This is an optimization exercise on Yosys and OpenROAD, whose aim is small area, a short achievable clock period and few clock cycles per item, not a production implementation.
Function was checked by simulation only, so behaviour that the tests miss may differ from the original.
Power and IR drop assume default switching activity.

==> trial 46 <==
Design tbacc, start of the top module:
module tbacc (
    input  wire         clk,
    input  wire         rst,
    input  wire         cmd_valid,
    output wire         cmd_ready,
    input  wire [7:0]   cmd_op,
    input  wire [63:0]  cmd_a,
    input  wire [63:0]  cmd_b,
    output wire         rsp_valid,
    output wire [7:0]   rsp_status,
    output wire [63:0]  rsp_data,
    output wire         mem_req,
    output wire         mem_wide,
    output wire [31:0]  mem_addr,
    input  wire         mem_ack,
    input  wire [63:0]  mem_rdata,
    input  wire         mem_err,
    output wire [63:0]  value_o,
    output wire [15:0]  status_o
);
clock: 12.5 ns
lec_check: 0
cap_margin: 20
core_margin: 2
core_utilization: 40
place_density: 0.6
slew_margin: 20
tns_end_percent: 0
standard.sh (not shown) runs the stock make flow with config.mk's settings and CLKGATE_MAP_FILE= SYNTH_SCRIPT=/design/flow/synth_recipe.tcl, a recipe that flattens the netlist after the stock synthesis.
==> flow/flow/run.sh <==
#!/bin/bash
set -euo pipefail
bash standard.sh SETUP_SLACK_MARGIN=8.4 "BUFFER_PORTS_ARGS=-buffer_cell sky130_fd_sc_hd__buf_4" finish > standard.log 2>&1
==> build 20 (differences from trial 46) <==
--- a/flow/design.v
+++ b/flow/design.v
@@ -624,15 +624,16 @@
     tbacc_sipcore u_core (
         .clk(clk), .rst(rst), .init(init_x), .seed0(a_q), .seed1(b_q),
         .chunk_wr(chunk_wr), .fin_go(fin_x), .m(m), .xin(m_n),
         .m_busy(m_busy), .m_busy_next(m_busy_next), .fin_load(fin_load),
         .f2(core_f2), .rl(core_rl), .dig(dig)
     );
     wire        rd_ack  = rd & mem_ack;
-    wire [31:0] cur_n   = a_q[31:0] + (mwide ? 32'd8 : 32'd1);
+    reg  [31:0] cur;                    
+    wire [31:0] cur_n   = cur + (mwide ? 32'd8 : 32'd1);
     wire [31:0] rem_n   = b_q[31:0] - (mwide ? 32'd8 : 32'd1);
     wire        more    = (rem_n != 32'd0);
     wire        wide_n  = (cur_n[2:0] == 3'd0) && (rem_n[31:3] != 29'd0);
     wire        gend    = mwide | (cur_n[2:0] == 3'd0) | !more;
     wire        bytes_done = gdone & !rd;
     reg  [63:0] value_n;
     always @(*) begin
@@ -713,14 +714,20 @@
                 mwide <= (cmd_a[2:0] == 3'd0) && (cmd_b[31:3] != 29'd0);
             end else if (x_bytes) begin
                 mreq  <= 1'b1;
                 mwide <= (a_q[2:0] == 3'd0) && (b_q[31:3] != 29'd0);
             end
             if (x_bytes)
                 gcnt  <= 3'd0;
+            if (early)
+                cur <= cmd_a[31:0];
+            else if (x_bytes)
+                cur <= a_q[31:0];
+            else if (rd_ack & !mem_err)
+                cur <= cur_n;
             if (rd_ack) begin
                 if (mem_err) begin
                     mreq <= 1'b0;
                 end else begin
                     mreq  <= more;
                     mwide <= wide_n;
                     gcnt  <= gend ? 3'd0 : gcnt + 3'd1;
@@ -750,15 +757,14 @@
             o16 <= d_16;
             o32 <= d_32;
             o64 <= d_64;
             ob  <= d_b;
             of  <= d_f;
             orv <= d_rv;
         end else if (rd_ack & !mem_err) begin
-            a_q[31:0] <= cur_n;
             b_q[31:0] <= rem_n;
             if (mwide) begin
                 b_q[63:32] <= mem_rdata[31:0];
                 a_q[63:32] <= mem_rdata[63:32];
             end else begin
                 for (i = 0; i < 4; i = i + 1)
                     if (gcnt == i) b_q[32 + 8*i +: 8] <= mem_rdata[7:0];
@@ -769,11 +775,11 @@
     end
     assign cmd_ready  = ready_q;
     assign rsp_valid  = rsp_q;
     assign rsp_status = {5'd0, fault};
     assign rsp_data   = dig_q;
     assign mem_req    = mreq;
     assign mem_wide   = mwide;
-    assign mem_addr   = a_q[31:0];
+    assign mem_addr   = cur;
     assign value_o    = value;
     assign status_o   = {5'd0, fault, 6'd0, nz, fin};
 endmodule
==> flow/flow/run.sh (replaced) <==
#!/bin/bash
set -euo pipefail
bash standard.sh SETUP_SLACK_MARGIN=10 "BUFFER_PORTS_ARGS=-buffer_cell sky130_fd_sc_hd__buf_4" finish > standard.log 2>&1
==> trial 5 (differences from trial 46) <==
==> flow/flow/run.sh (replaced) <==
#!/bin/bash
set -euo pipefail
bash standard.sh SETUP_SLACK_MARGIN=9 "BUFFER_PORTS_ARGS=-buffer_cell sky130_fd_sc_hd__buf_1" finish > standard.log 2>&1
==> flow/config.mk (replaced) <==
export PLATFORM = sky130hd
export DESIGN_NAME = tbacc
export DESIGN_NICKNAME = tbacc
export VERILOG_FILES = /design/flow/design.v
export SDC_FILE = /design/flow/constraint.sdc
export NUM_CORES = 4
export LEC_CHECK = 0
export CAP_MARGIN = 20
export CORE_MARGIN = 2
export CORE_UTILIZATION = 45
export PLACE_DENSITY = 0.65
export SLEW_MARGIN = 20
export TNS_END_PERCENT = 0
==> key figures <==
Run status
  – Status: no timing/DRC/antenna violations

Synth
  – Post-synthesis compound-gate area fraction: 18.6%
  – Adder-cell share of the synthesized area: 5.41%
  – Post-synth top cells: 554 x nand2_1, 459 x edfxtp_1, 434 x nor2_1

Pwr
  – Sw power: 1.41 mW
  – Top power group: sequential cells
  – PD cells: 93.7 nW/um^2
  – Worst vdd ir: 0.105 mV

Floorplan
  – Die Y: 323 um

Setup path
  – Worst path depth: 12
  – Reg2Reg Depth: 12
  – CP peak stage delay: 750 ps

Finish
  – Number of non-clock inverters in the layout: 124
  – Fraction of area in multi-input gates: 52.4%

Drt
  – Final Routed Wirelength: 244000 um

Timing
  – Slew HR: 17.8%

CTS
  – Post_cts resized: 225
That was trial 5.
==> key figures <==
Run status
  – Status: no timing/DRC/antenna violations

Setup path
  – Reg2Reg Depth: 10
  – CP peak stage delay: 810 ps

Floorplan
  – Tapcells: 1512
  – Die Y: 343 um

Finish
  – Fraction of area in multi-input gates: 51.5%
  – Number of non-clock inverters in the layout: 124
  – NonClk Buf Share: 7.80%

Global route
  – Routing usage on met2: 59.6%

Synth
  – Adder-cell share of the synthesized area: 5.41%

Pwr
  – Worst vdd ir: 0.0887 mV
  – Sw power: 1.39 mW
  – PD cells: 94.0 nW/um^2

CTS
  – Post_cts resized: 52
That was trial 46.
==> key figures <==
Timing
  – Slew HR: 16.8%

CTS
  – Post_cts resized: 227

Pwr
  – Worst vdd ir: 0.0949 mV
  – Top power group: clock

Synth
  – Post-synthesis compound-gate area fraction: 17.9%
  – Post-synth top cells: 527 x nand2_1, 491 x edfxtp_1, 416 x nor2_1

Floorplan
  – Die Y: 348 um

Setup path
  – CP peak stage delay: 1020 ps
  – Reg2Reg Depth: 8

Finish
  – Fraction of area in multi-input gates: 50.8%
  – Number of non-clock inverters in the layout: 130

Run status
  – Status: no timing/DRC/antenna violations

Drt
  – Final Routed Wirelength: 242000 um
That was build 20.
Testbench counts of trial 46, summed over its fixed seeds: cycles 16,282, hashes 384.
Testbench counts of build 20, summed over its fixed seeds: cycles 16,282, hashes 384.
Testbench counts of trial 5, summed over its fixed seeds: cycles 16,282, hashes 384.

## what the ideal ports hide
The flow's constraints put no driver on any port. The routed layouts listed below were extracted and timed again, unchanged, in two steps.
Step 1 assumes that a clkbuf_16 drives the clock port and a buf_2 every other input.
Step 2 moves the port delays by t, midway between the first and last clock arrival at a register: inputs arrive t later, outputs are due t later. That takes back most of the time a late clock gives input paths.
Slacks: no drivers / after step 1 / after step 2; pairs: no drivers / after step 1.
| run | shift t [ns] | setup WS [ns] | worst setup path at the end | clock arrival spread, ns | pins driven straight from the clock port |
|---|---|---|---|---|---|
| trial 46 | 0.759 | 8.064 / 8.064 / 7.733 | input to register | 0.038 / 0.038 | 1 |
| build 20 | 0.770 | 8.212 / 8.212 / 7.683 | input to register | 0.056 / 0.057 | 1 |
| trial 5 | 0.742 | 8.369 / 8.369 / 7.846 | input to register | 0.043 / 0.043 | 1 |
After both steps setup and hold are still met in every run listed. For build 20, which loses most, drivers alone change the setup slack by 0.000 ns; drivers and shift together by -0.529 ns.
